This is an optimization exercise on Yosys and OpenROAD, whose aim is small area, a short achievable clock period and few clock cycles per item, not a production implementation.
Function was not checked in any run shown here: the RTL went through the layout flow alone.
No activity file was given, so power comes from the tool's default toggle rates.

--- flow/design.v ---
module pulse_tx_codec (
    input  wire       clk,
    input  wire       rst,         
    input  wire       in_valid,
    input  wire [7:0] in_data,
    input  wire       in_last,
    output wire       in_ready,
    output wire       out_valid,
    output wire [7:0] out_data,
    input  wire       out_ready
);
    localparam [7:0] FLAG = 8'h55;
    localparam [2:0] W_IDLE  = 3'd0;    
    localparam [2:0] W_START = 3'd1;    
    localparam [2:0] W_DATA  = 3'd2;    
    localparam [2:0] W_FCS   = 3'd3;    
    localparam [2:0] W_CLOSE = 3'd4;    
    function [31:0] crc32_byte(input [31:0] crc_in, input [7:0] d);
        integer k;
        reg [31:0] r;
        begin
            r = crc_in ^ {24'd0, d};
            for (k = 0; k < 8; k = k + 1)
                r = r[0] ? ((r >> 1) ^ 32'hEDB8_8320) : (r >> 1);
            crc32_byte = r;
        end
    endfunction
    reg         ia_v, ib_v;
    reg  [7:0]  ia_d, ib_d;
    reg         ia_l, ib_l;
    wire        pop;                     
    wire        in_fire = in_valid && !ib_v;
    assign in_ready = !ib_v;
    reg         oa_v, ob_v;
    reg  [7:0]  oa_d, ob_d;
    wire        push;                    
    wire [7:0]  push_d;
    wire        up_ready = !ob_v;
    assign out_valid = oa_v;
    assign out_data  = oa_d;
    reg  [256*9-1:0] ring;
    reg  [7:0]  p;           
    reg  [7:0]  r;           
    reg  [7:0]  w;           
    reg         rp, wp;      
    reg  [8:0]  count;       
    wire        empty = (count == 9'd0);
    wire        full  = count[8];
    wire [8:0]  head = ring[256*9-1 -: 9];
    wire        is_code = head[8] && !head[0];
    wire [255:0] tv0;
    genvar gi;
    generate
        for (gi = 0; gi < 256; gi = gi + 1) begin : g_tb
            if (gi >= 1 && gi <= 254)
                assign tv0[gi] = ring[(254-gi)*9 + 8];
            else
                assign tv0[gi] = 1'b0;
        end
    endgenerate
    wire [127:0] v1;  wire [128*1-1:0] i1;
    wire [63:0]  v2;  wire [64*2-1:0]  i2;
    wire [31:0]  v3;  wire [32*3-1:0]  i3;
    wire [15:0]  v4;  wire [16*4-1:0]  i4;
    wire [7:0]   v5;  wire [8*5-1:0]   i5;
    wire [3:0]   v6;  wire [4*6-1:0]   i6;
    wire [1:0]   v7;  wire [2*7-1:0]   i7;
    wire         v8;  wire [7:0]       i8;
    generate
        for (gi = 0; gi < 128; gi = gi + 1) begin : g_l1
            assign v1[gi] = tv0[2*gi] | tv0[2*gi+1];
            assign i1[gi] = !tv0[2*gi];
        end
        for (gi = 0; gi < 64; gi = gi + 1) begin : g_l2
            assign v2[gi] = v1[2*gi] | v1[2*gi+1];
            assign i2[gi*2 +: 2] = v1[2*gi] ? {1'b0, i1[2*gi]} : {1'b1, i1[2*gi+1]};
        end
        for (gi = 0; gi < 32; gi = gi + 1) begin : g_l3
            assign v3[gi] = v2[2*gi] | v2[2*gi+1];
            assign i3[gi*3 +: 3] = v2[2*gi] ? {1'b0, i2[4*gi +: 2]} : {1'b1, i2[4*gi+2 +: 2]};
        end
        for (gi = 0; gi < 16; gi = gi + 1) begin : g_l4
            assign v4[gi] = v3[2*gi] | v3[2*gi+1];
            assign i4[gi*4 +: 4] = v3[2*gi] ? {1'b0, i3[6*gi +: 3]} : {1'b1, i3[6*gi+3 +: 3]};
        end
        for (gi = 0; gi < 8; gi = gi + 1) begin : g_l5
            assign v5[gi] = v4[2*gi] | v4[2*gi+1];
            assign i5[gi*5 +: 5] = v4[2*gi] ? {1'b0, i4[8*gi +: 4]} : {1'b1, i4[8*gi+4 +: 4]};
        end
        for (gi = 0; gi < 4; gi = gi + 1) begin : g_l6
            assign v6[gi] = v5[2*gi] | v5[2*gi+1];
            assign i6[gi*6 +: 6] = v5[2*gi] ? {1'b0, i5[10*gi +: 5]} : {1'b1, i5[10*gi+5 +: 5]};
        end
        for (gi = 0; gi < 2; gi = gi + 1) begin : g_l7
            assign v7[gi] = v6[2*gi] | v6[2*gi+1];
            assign i7[gi*7 +: 7] = v6[2*gi] ? {1'b0, i6[12*gi +: 6]} : {1'b1, i6[12*gi+6 +: 6]};
        end
    endgenerate
    assign v8 = v7[0] | v7[1];
    assign i8 = v7[0] ? {1'b0, i7[0 +: 7]} : {1'b1, i7[7 +: 7]};
    wire [7:0]  code_n = v8 ? i8 : 8'hFF;
    reg  [7:0]  code_q;      
    reg         code_ok;
    wire        at_head = rp && !empty;
    wire        consume = at_head && up_ready && (!is_code || code_ok);
    assign push   = consume;
    assign push_d = is_code ? code_q : head[7:0];
    reg  [2:0]  wst;
    reg  [7:0]  run;         
    reg  [1:0]  fidx;
    reg  [31:0] crc;
    wire        run_full = (run == 8'd254);
    wire [7:0]  x = (wst == W_FCS) ? ~crc[7:0] : ia_d;
    reg         has_slot;
    reg  [8:0]  nslot;
    reg         uses_x;
    always @* begin
        has_slot = 1'b0;
        nslot    = {1'b1, 8'h00};
        uses_x   = 1'b0;
        case (wst)
            W_IDLE:  begin has_slot = ia_v; nslot = {1'b1, FLAG}; end
            W_START: begin has_slot = 1'b1; end
            W_DATA, W_FCS: begin
                has_slot = (wst == W_FCS) || ia_v || run_full;
                if (!run_full) begin
                    uses_x = 1'b1;
                    if (x != 8'h00)
                        nslot = {1'b0, (x == FLAG) ? 8'h00 : x};
                end
            end
            W_CLOSE: begin has_slot = 1'b1; nslot = {1'b1, FLAG}; end
            default: ;
        endcase
    end
    wire        can_write = empty || (wp && (!full || consume));
    wire        write     = has_slot && can_write;
    assign pop = write && uses_x && (wst == W_DATA);
    always @(posedge clk) begin
        p    <= p + 8'd1;
        ring <= {ring[255*9-1:0], write ? nslot : head};
        code_q  <= (code_n == FLAG) ? 8'h00 : code_n;
        if (consume)
            code_ok <= v8 ? ({1'b0, i8} + 9'd1 < count) : (count >= 9'd256);
        else if (write)
            code_ok <= v8 ? ({1'b0, i8} <= count) : (count >= 9'd254);
        else
            code_ok <= v8 ? ({1'b0, i8} < count) : (count >= 9'd255);
        rp <= consume || (!(write && empty) && (p + 8'd1 == r));
        wp <= write || (p + 8'd1 == w);
        if (consume)
            r <= p + 8'd1;
        else if (write && empty)
            r <= p;
        if (write)
            w <= p + 8'd1;
        if (!ia_v || pop) begin
            ia_v <= ib_v || in_fire;
            ia_d <= ib_v ? ib_d : in_data;
            ia_l <= ib_v ? ib_l : in_last;
            ib_v <= ib_v && in_fire;
            ib_d <= in_data;
            ib_l <= in_last;
        end else if (in_fire) begin
            ib_v <= 1'b1;
            ib_d <= in_data;
            ib_l <= in_last;
        end
        if (!oa_v || out_ready) begin
            oa_v <= ob_v || push;
            oa_d <= ob_v ? ob_d : push_d;
            ob_v <= ob_v && push;
            ob_d <= push_d;
        end else if (push) begin
            ob_v <= 1'b1;
            ob_d <= push_d;
        end
        if (rst) begin
            count <= 9'd0;
            wst   <= W_IDLE;
            run   <= 8'd0;
            fidx  <= 2'd0;
            ia_v  <= 1'b0;
            ib_v  <= 1'b0;
            oa_v  <= 1'b0;
            ob_v  <= 1'b0;
        end else begin
            count <= count + {8'd0, write} - {8'd0, consume};
            if (write) begin
                case (wst)
                    W_IDLE:  begin wst <= W_START; crc <= 32'hFFFF_FFFF; end
                    W_START: begin wst <= W_DATA; run <= 8'd0; end
                    W_DATA, W_FCS: begin
                        if (!uses_x || x == 8'h00)
                            run <= 8'd0;
                        else
                            run <= run + 8'd1;
                        if (uses_x) begin
                            if (wst == W_DATA) begin
                                crc <= crc32_byte(crc, ia_d);
                                if (ia_l) begin
                                    wst  <= W_FCS;
                                    fidx <= 2'd0;
                                end
                            end else begin
                                crc  <= {8'hFF, crc[31:8]};
                                fidx <= fidx + 2'd1;
                                if (fidx == 2'd3)
                                    wst <= W_CLOSE;
                            end
                        end
                    end
                    W_CLOSE: wst <= W_IDLE;
                    default: wst <= W_IDLE;
                endcase
            end
        end
    end
endmodule
--- flow/run.sh ---
#!/bin/bash
# synth_recipe.tcl (not shown) runs the flow's synth.tcl, then flattens the netlist and writes it again
# the make line also repeats each setting of config.mk as NAME=value (left out here)
make -C /OpenROAD-flow-scripts/flow DESIGN_CONFIG=/design/flow/config.mk WORK_HOME=/design/flow/orfs CLKGATE_MAP_FILE= SYNTH_SCRIPT=/design/flow/synth_recipe.tcl finish
--- flow/config.mk ---
export PLATFORM = sky130hd
export DESIGN_NAME = pulse_tx_codec
export DESIGN_NICKNAME = pulse_tx_codec
export VERILOG_FILES = /design/flow/design.v
export SDC_FILE = /design/flow/constraint.sdc
export NUM_CORES = 4
export LEC_CHECK = 0
export CAP_MARGIN = 20
export CORE_MARGIN = 2
export CORE_UTILIZATION = 40
export SLEW_MARGIN = 20
--- flow/constraint.sdc ---
create_clock -name core_clock -period 8.0 [get_ports {clk}]
set_input_delay 1.6000 -clock core_clock [delete_from_list [all_inputs] [get_ports {clk}]]
set_output_delay 1.6000 -clock core_clock [all_outputs]
set_load 0.01 [all_outputs]
==> results of run 1 <==
-- critical path, stage by stage, from the launching register on --
cell      delay [ns]
dfxtp_1         0.33
nor4_1          0.57
nand4_1         0.31
nor3_1          0.72
o311a_1         0.31
a311o_1         0.13
nand3_1         0.10
nor3_1          0.68
ha_1            0.36
ha_1            0.26
nor2b_1         0.13
o21a_1          0.16
o21ai_0         0.16
nand2b_1        0.08
a21oi_1         0.14
o21ai_0         0.11
a211o_1         0.29
a21oi_1         0.12
mux2_1          0.14
-- final cells by class --
class | count | share of cell area, %
multi-input combinational | 906 | 9.08
tap | 1876 | 3.58
clock buffer | 292 | 9.22
timing repair buffer | 30 | 0.428
clock inverter | 97 | 1.77
inverter | 76 | 0.435
sequential | 2431 | 75.5
-- power groups by stage --
stage	registers, W	clock network [W]	logic (W)
finish	0.0131	0.0102	0.000994
global route	0.0131	0.0110	0.00112
CTS	0.0131	0.0105	0.00100
detailed placement	0.0133	0	0.000988
global placement	0.0133	0	0.000987
floorplan	0.0133	0	0.000746
-- metal layers --
metal | routed length (microns) | vias to the layer above | global-route usage [%]
li1 | - | 11900 | -
met5 | 8 | - | 0
met1 | 38200 | 10900 | 15.2
met4 | 2380 | 2 | 5.14
met2 | 25100 | 382 | 12.7
met3 | 3430 | 187 | 2.91
-- logic make-up (layout without fill, tap and decap cells) --
logic type | after synthesis | after routing | share of synthesized area, %
DFF | 2431 | 2431 | 88.7
and+or+nand+nor | 446 | 446 | 4.34
AOI/OAI and AO/OA | 301 | 301 | 3.38
buffers and inverters | 101 | 495 | 0.708
xor gates and xnor gates | 90 | 90 | 1.41
adders and majority gates | 42 | 42 | 0.955
muxes | 27 | 27 | 0.542
-- layout by cell type (no fill, tap or decap), types with 34 or more instances in the layout --
| cell type | netlist | routed |
|---|---|---|
| o21ai_0 | 87 | 87 |
| clkbuf_1 | 21 | 36 |
| nand3_1 | 37 | 37 |
| clkinv_2 | 0 | 43 |
| nor3_1 | 35 | 34 |
| inv_1 | 76 | 76 |
| nor4_1 | 64 | 64 |
| dfxtp_1 | 2349 | 2349 |
| clkbuf_8 | 0 | 44 |
| ha_1 | 41 | 41 |
| xnor2_1 | 75 | 75 |
| a21oi_1 | 84 | 84 |
| nor2_1 | 107 | 106 |
| clkbuf_16 | 0 | 212 |
| edfxtp_1 | 82 | 82 |
| nand2_1 | 53 | 53 |
-- synth_stat cells (all sizes together), types with 21 or more instances --
master     n  share of area, %
a21oi     84              0.75
edfxtp    82               4.4
xnor2     75               1.2
nand3     37              0.33
ha        41              0.92
clkbuf    21              0.14
nor3      35              0.31
o21ai     88              0.79
mux2      26              0.52
nand2     53              0.36
nor2b     25              0.28
nand4     24              0.27
dfxtp   2349                84
or3       25              0.28
nor2     107              0.72
nor4      67              0.82
inv       76              0.51
-- through the flow --
step | instance area (sq um) | power, W | hold WS, ns | setup WS [ns] | cells
floorplan | 55800 | 0.0140 | 0.310 | 3.69 | 3438
finish | 65600 | 0.0243 | 0.314 | 2.84 | 5708
detailed placement | 58300 | 0.0143 | 0.312 | 2.95 | 5319
CTS | 65500 | 0.0246 | 0.313 | 2.93 | 5708
global route | 65600 | 0.0253 | 0.322 | 2.52 | 5708
global placement | 58300 | 0.0143 | 0.310 | 3.08 | 5319
-- how the worst max path moves through the flow --
stage                   end  slack [ns]  depth (start not counted)
global route        code_ok        2.52                         18
CTS                 code_ok        2.93                         18
floorplan           code_ok        3.69                         20
global placement    code_ok        3.08                         19
detailed placement  code_ok        2.95                         18
finish              code_ok        2.84                         18
==> qor.csv, run 1 <==
metric;value;unit
status;timing/DRC/antenna clean;
hold-path-cell-count;0;
fin_nets;3709;
drt-pass1-iter-count;5;
hold_viol;0;
syn_area_per_cell;16.2;sq um
finalCriticalPeriod;5.16;ns
relSlewSlack;34.0;%
reg2reg_depth;18;
grt_pass1_wl;118000;microns
cp.required;8.74;ns
wl_per_cell;12.1;microns
cts_tree;done;
maxCapViolations;0;
fin_skew;0.0215;ns
endpoint_kind;flop;
critPathLaunchType;flop;
worstMarginPinSlew;0.983;ns
largest_reg_flops;2304;
largest-register;ring;
grt_start_max_net_pins;55;
switchingPower;0.00505;W
switching_share;20.8;%
hold_path_class;flop to flop;
reg.largest.list;ring: 2304 flops, crc: 32 flops, count: 9 flops;
p_per_area;370;nW/um^2
crit_fanout;8;
synth_edf_count;82;
hold_end;ring[392];
async_reset_ff_share;0;%
clk_pin_slew;0.07;ns
via_per_inst;4.09;
num_io_pins;23;
ys_types;70;
antenna_found_initial;2;
finalSetupViolations;0;
die_w;378;microns
syn_area;55800;sq um
maxSlewViolCount;0;
port_buffers;22;
cp-startpoint;ring[1565];
drc_errors;0;
leakage;25.2;nW
hold_start;ring[383];
tns;0;ns
p_int;0.0192;W
grt-ovfl-total;0;
fin_crit_sh;64.5;%
postCtsSetupBuffers;0;
cts_buffers;209;
peakVddDrop;0.233;mV
synthFlopType;dfxtp_1;
postCtsHoldBufs;0;
synthCells;3438;
clock-sinks;2431;
core;139000;sq um
area_growth_syn_to_layout;17.5;%
antenna_left;0;
r2r_slack;2.84;ns
initial_core_util;40.2;%
cts_max_level;4;
grt_pass1_vias;23400;
p_clk_share;42.0;%
finalWirelength;69100;microns
crit_type;flop to flop;
dp_hpwl;36300;microns
cts_root_buf;clkbuf_16;
r2r-start;ring[1565];
fill_cells;11800;
multiInputGateArea;5950;sq um
clkLatencyLatePin;0.79;ns
die_h;378;microns
seqPwrFrac;53.9;%
max_freq;0.194;GHz
regArea;49500;sq um
cts_buffer_depth;3;
crit_arrival;5.90;ns
pwr-share-comb;4.1;%
vias;23300;
ys_seq_elements;2431;
globalRouteTotalUtil;10.0;%
dieArea;143000;sq um
globalplace.congestion;0.793;
yosys_warnings;1;
antennaDiodeCount;0;
post_cts_resized;0;
drive_gt1_share;10.4;%
drtIter0Drc;1148;
rows;137;
timing.rr.end;code_ok;
rsz0062_at_grt;no;
syn-num-nets;3493;
yosysSeqAreaShare;88.7;%
fin_util;47.2;%
==> run 2, diff against run 1 <==
--- a/flow/config.mk
+++ b/flow/config.mk
@@ -5,7 +5,9 @@
 export SDC_FILE = /design/flow/constraint.sdc
 export NUM_CORES = 4
 export LEC_CHECK = 0
+export ABC_CLOCK_PERIOD_IN_PS = 3300
 export CAP_MARGIN = 20
 export CORE_MARGIN = 2
 export CORE_UTILIZATION = 40
+export SETUP_SLACK_MARGIN = 4.7
 export SLEW_MARGIN = 20
==> run 2 against run 1 <==
Compared with the run above: still clean on timing, DRC and antenna; hold slack lost 0.0047 ns; flip-flop and latch count is the same; synthesized cell count is the same; fmax grew 20%; critical endpoint unchanged; largest power group unchanged; highest routed layer is now met4.
==> qor.csv, run 2 <==
metric;value;unit;change
synthFlopType;dfxtp_1;;unchanged
syn_area_per_cell;16.2;sq um;unchanged
synth_top_cell_area_share;84.2;%;unchanged
grt_start_max_net_pins;55;;unchanged
globalplace.congestion;0.804;;was 0.793
maxSlewViolCount;0;;unchanged
max_freq;0.232;GHz;was 0.194 GHz
port_buffers;22;;unchanged
status;timing/DRC/antenna clean;;unchanged
rows;137;;unchanged
maxCapViolations;0;;unchanged
dp_hpwl;35900;microns;was 36,300 microns
vias;23500;;was 23,300
grt_pass1_vias;23300;;was 23,400
rsz0062_at_grt;yes;;was no
hold-path-cell-count;0;;unchanged
initial_core_util;40.2;%;unchanged
clkLatencyLatePin;0.79;ns;about the same
reg.largest.list;ring: 2304 flops, crc: 32 flops, count: 9 flops;;unchanged
yosysSeqAreaShare;88.7;%;unchanged
drtIter0Drc;1133;;was 1,148
syn-num-nets;3493;;unchanged
postCtsHoldBufs;0;;unchanged
fill_cells;11800;;about the same
die_w;378;microns;unchanged
peakVddDrop;0.198;mV;was 0.233 mV
synth_edf_count;82;;unchanged
grt_pass1_wl;116000;microns;was 118,000 microns
hold_start;ring[1318];;was ring[383]
p_int;0.0193;W;was 0.0192 W
clk_pin_slew;0.06;ns;was 0.07 ns
drive_gt1_share;13.2;%;was 10.4%
finalSetupViolations;0;;unchanged
antenna_left;0;;unchanged
crit_arrival;5.04;ns;was 5.90 ns
largest_reg_flops;2304;;unchanged
core;139000;sq um;unchanged
finalWirelength;69200;microns;was 69,100 microns
finalCriticalPeriod;4.30;ns;was 5.16 ns
yosys_warnings;1;;unchanged
ys_types;70;;unchanged
fin_skew;0.0254;ns;was 0.0215 ns
grt-ovfl-total;0;;unchanged
layout_commonest_cell;dfxtp_1;;unchanged
p_per_area;367;nW/um^2;was 370 nW/um^2
die_h;378;microns;unchanged
tns;0;ns;unchanged
hold_path_class;flop to flop;;unchanged
r2r_slack;3.70;ns;was 2.84 ns
ys_seq_elements;2431;;unchanged
cts_root_buf;clkbuf_16;;unchanged
drc_errors;0;;unchanged
fin_crit_sh;53.8;%;was 64.5%
largest-register;ring;;unchanged
area_growth_syn_to_layout;18.7;%;was 17.5%
seqPwrFrac;53.8;%;was 53.9%
endpoint_kind;flop;;unchanged
num_io_pins;23;;unchanged
synth_top_area_cell;dfxtp_1;;unchanged
r2r-start;ring[2258];;was ring[1565]
leakage;25.5;nW;was 25.2 nW
synth.most_common_cell;dfxtp_1;;unchanged
pwr-share-comb;4.5;%;was 4.1%
cp.required;8.74;ns;about the same
cts_max_level;4;;unchanged
crit_type;flop to flop;;unchanged
worstMarginPinSlew;0.900;ns;was 0.983 ns
drt-pass1-iter-count;5;;unchanged
via_per_inst;4.09;;about the same
relSlewSlack;38.5;%;was 34.0%
fin_nets;3746;;was 3,709
syn_area;55800;sq um;unchanged
switching_share;20.7;%;was 20.8%
hold_viol;0;;unchanged
hold_end;ring[1327];;was ring[392]
crit_fanout;5;;was 8
async_reset_ff_share;0;%;unchanged
cts_buffer_depth;3;;unchanged
synth_top_cells_by_area;dfxtp_1 84%, edfxtp_1 4.4%, xnor2_1 1.2%, ha_1 0.92%, o21ai_0 0.78%;;unchanged
antenna_found_initial;0;;was 2
placed_area;58400;sq um;was 58,300 sq um
wl_per_cell;12.0;microns;was 12.1 microns
dieArea;143000;sq um;unchanged
synthCells;3438;;unchanged
cts_buffers;208;;was 209
synthTopCellsByCount;2,349 x dfxtp_1, 107 x nor2_1, 87 x o21ai_0;;unchanged
clock-sinks;2431;;unchanged
critPathLaunchType;flop;;unchanged
reg2reg_depth;18;;unchanged
antennaDiodeCount;0;;unchanged
stdcell_area;66300;sq um;was 65,600 sq um
cts_tree;done;;unchanged
globalRouteTotalUtil;9.89;%;was 10.0%
timing.rr.end;code_ok;;unchanged
final_cell_mix;2,333 x dfxtp_1, 216 x clkbuf_16, 99 x nor2_1, 82 x o21ai_0, 82 x edfxtp_1;;was 2,349 x dfxtp_1, 212 x clkbuf_16, 106 x nor2_1, 87 x o21ai_0, 84 x a21oi_1
p_clk_share;41.7;%;was 42.0%
switchingPower;0.00504;W;was 0.00505 W
## run 2: cell counts after synthesis
Identical to the previous run, type by type.
## run 2: critical path, cell delays in order, from the launching register on
cell	delay [ns]
dfxtp_2	0.34
or4_4	0.51
or4b_4	0.61
nor4_4	0.31
and3_4	0.28
buf_6	0.11
and4_4	0.23
nor3_4	0.06
ha_1	0.28
ha_1	0.26
nor2b_1	0.13
o21a_1	0.16
o21ai_1	0.12
nand2b_1	0.06
a21oi_1	0.15
o21ai_1	0.08
a211o_1	0.27
a21oi_2	0.14
mux2_4	0.14
## run 2: through the flow
stage          worst slack, ns  utilization [%]  total power [W]  instances  hold slack [ns]
6_report                  3.70             47.7           0.0243       5745            0.310
5_1_grt                   3.53             47.7           0.0253       5745            0.317
4_1_cts                   3.68             47.5           0.0246       5727            0.313
3_5_place_dp              3.08             42.0           0.0143       5316            0.312
3_3_place_gp              3.08             42.0           0.0143       5316            0.310
2_1_floorplan             3.89                -           0.0140       3438            0.310
## run 2: worst max path at each step
| stage | start | end | slack [ns] | cells past startpoint |
|---|---|---|---|---|
| final | ring[2258] | code_ok | 3.70 | 18 |
| after global routing | ring[2258] | code_ok | 3.53 | 18 |
| after CTS | ring[2222] | code_ok | 3.68 | 18 |
| after detailed placement | ring[1565] | code_ok | 3.08 | 18 |
| after global placement | ring[1565] | code_ok | 3.08 | 18 |
| after floorplan | ring[2204] | code_ok | 3.89 | 20 |
## run 2: layout make-up
cell class	instances	area, sq um	area share [%]
Clock inverter	78	935	1.41
Inverter	76	293	0.442
Clock buffer	310	6240	9.41
Timing Repair Buffer	67	583	0.880
Tap cell	1876	2350	3.54
Sequential cell	2431	49500	74.7
Multi-Input combinational cell	906	6330	9.56
Timing Repair inverter	1	6.26	0.00944
## run 2: cell families after synthesis
logic type               after synthesis  share of synthesized area [%]
AND/OR/NAND/NOR                      446                           4.34
adder cells (fa/ha/maj)               42                          0.955
buffers and inverters                101                          0.708
XOR/XNOR                              90                           1.41
AO/OA/AOI/OAI                        301                           3.38
multiplexers                          27                          0.542
flip-flops                          2431                           88.7
## run 2: layer usage
layer	share of wire, %	global-route usage [%]	vias to the layer above
met4	2.8	4.41	0
met5	0	0	-
met2	39	13.3	333
met3	4.7	3.13	148
met1	53	14.4	11000
li1	-	-	12000
## run 2: what timing repair did
action	4_1_cts	5_1_grt
cloned	1	1
buffers inserted	22	17
gates resized for setup	83	33
setup endpoints to repair	30	13
pin swaps	26	23
## run 2: power by group through the flow
stage | registers, W | logic (W) | clock network, W
after detailed placement | 0.0133 | 0.000973 | 0
after floorplan | 0.0133 | 0.000765 | 0
after CTS | 0.0131 | 0.00105 | 0.0105
after global placement | 0.0133 | 0.000976 | 0
final | 0.0131 | 0.00109 | 0.0101
after global routing | 0.0132 | 0.00122 | 0.0110

## afterwards: timing with drivers on the ports
No port has a modelled driver above. Below, the same layouts with a new extraction and two added sets of constraints. Step 1: set_driving_cell puts a clkbuf_16 on clk and a buf_2 on each other input, an assumption about the parent block. Step 2 also shifts input and output timing later by t, the mid clock arrival at the registers, as if the neighbouring blocks saw the same clock. a / b / c = ideal / step 1 / step 2; a / b = the first two.
run | t, ns | slack for setup (ns) | worst setup path after step 2 | latest minus earliest clock arrival (ns) | worst data-port slew with drivers (ns)
run 1 | 0.845 | 2.837 / 2.837 / 2.837 | register to register | 0.025 / 0.026 | 0.04
run 2 | 0.844 | 3.697 / 3.697 / 3.697 | register to register | 0.031 / 0.030 | 0.03
After both steps setup and hold are still met in every run listed.
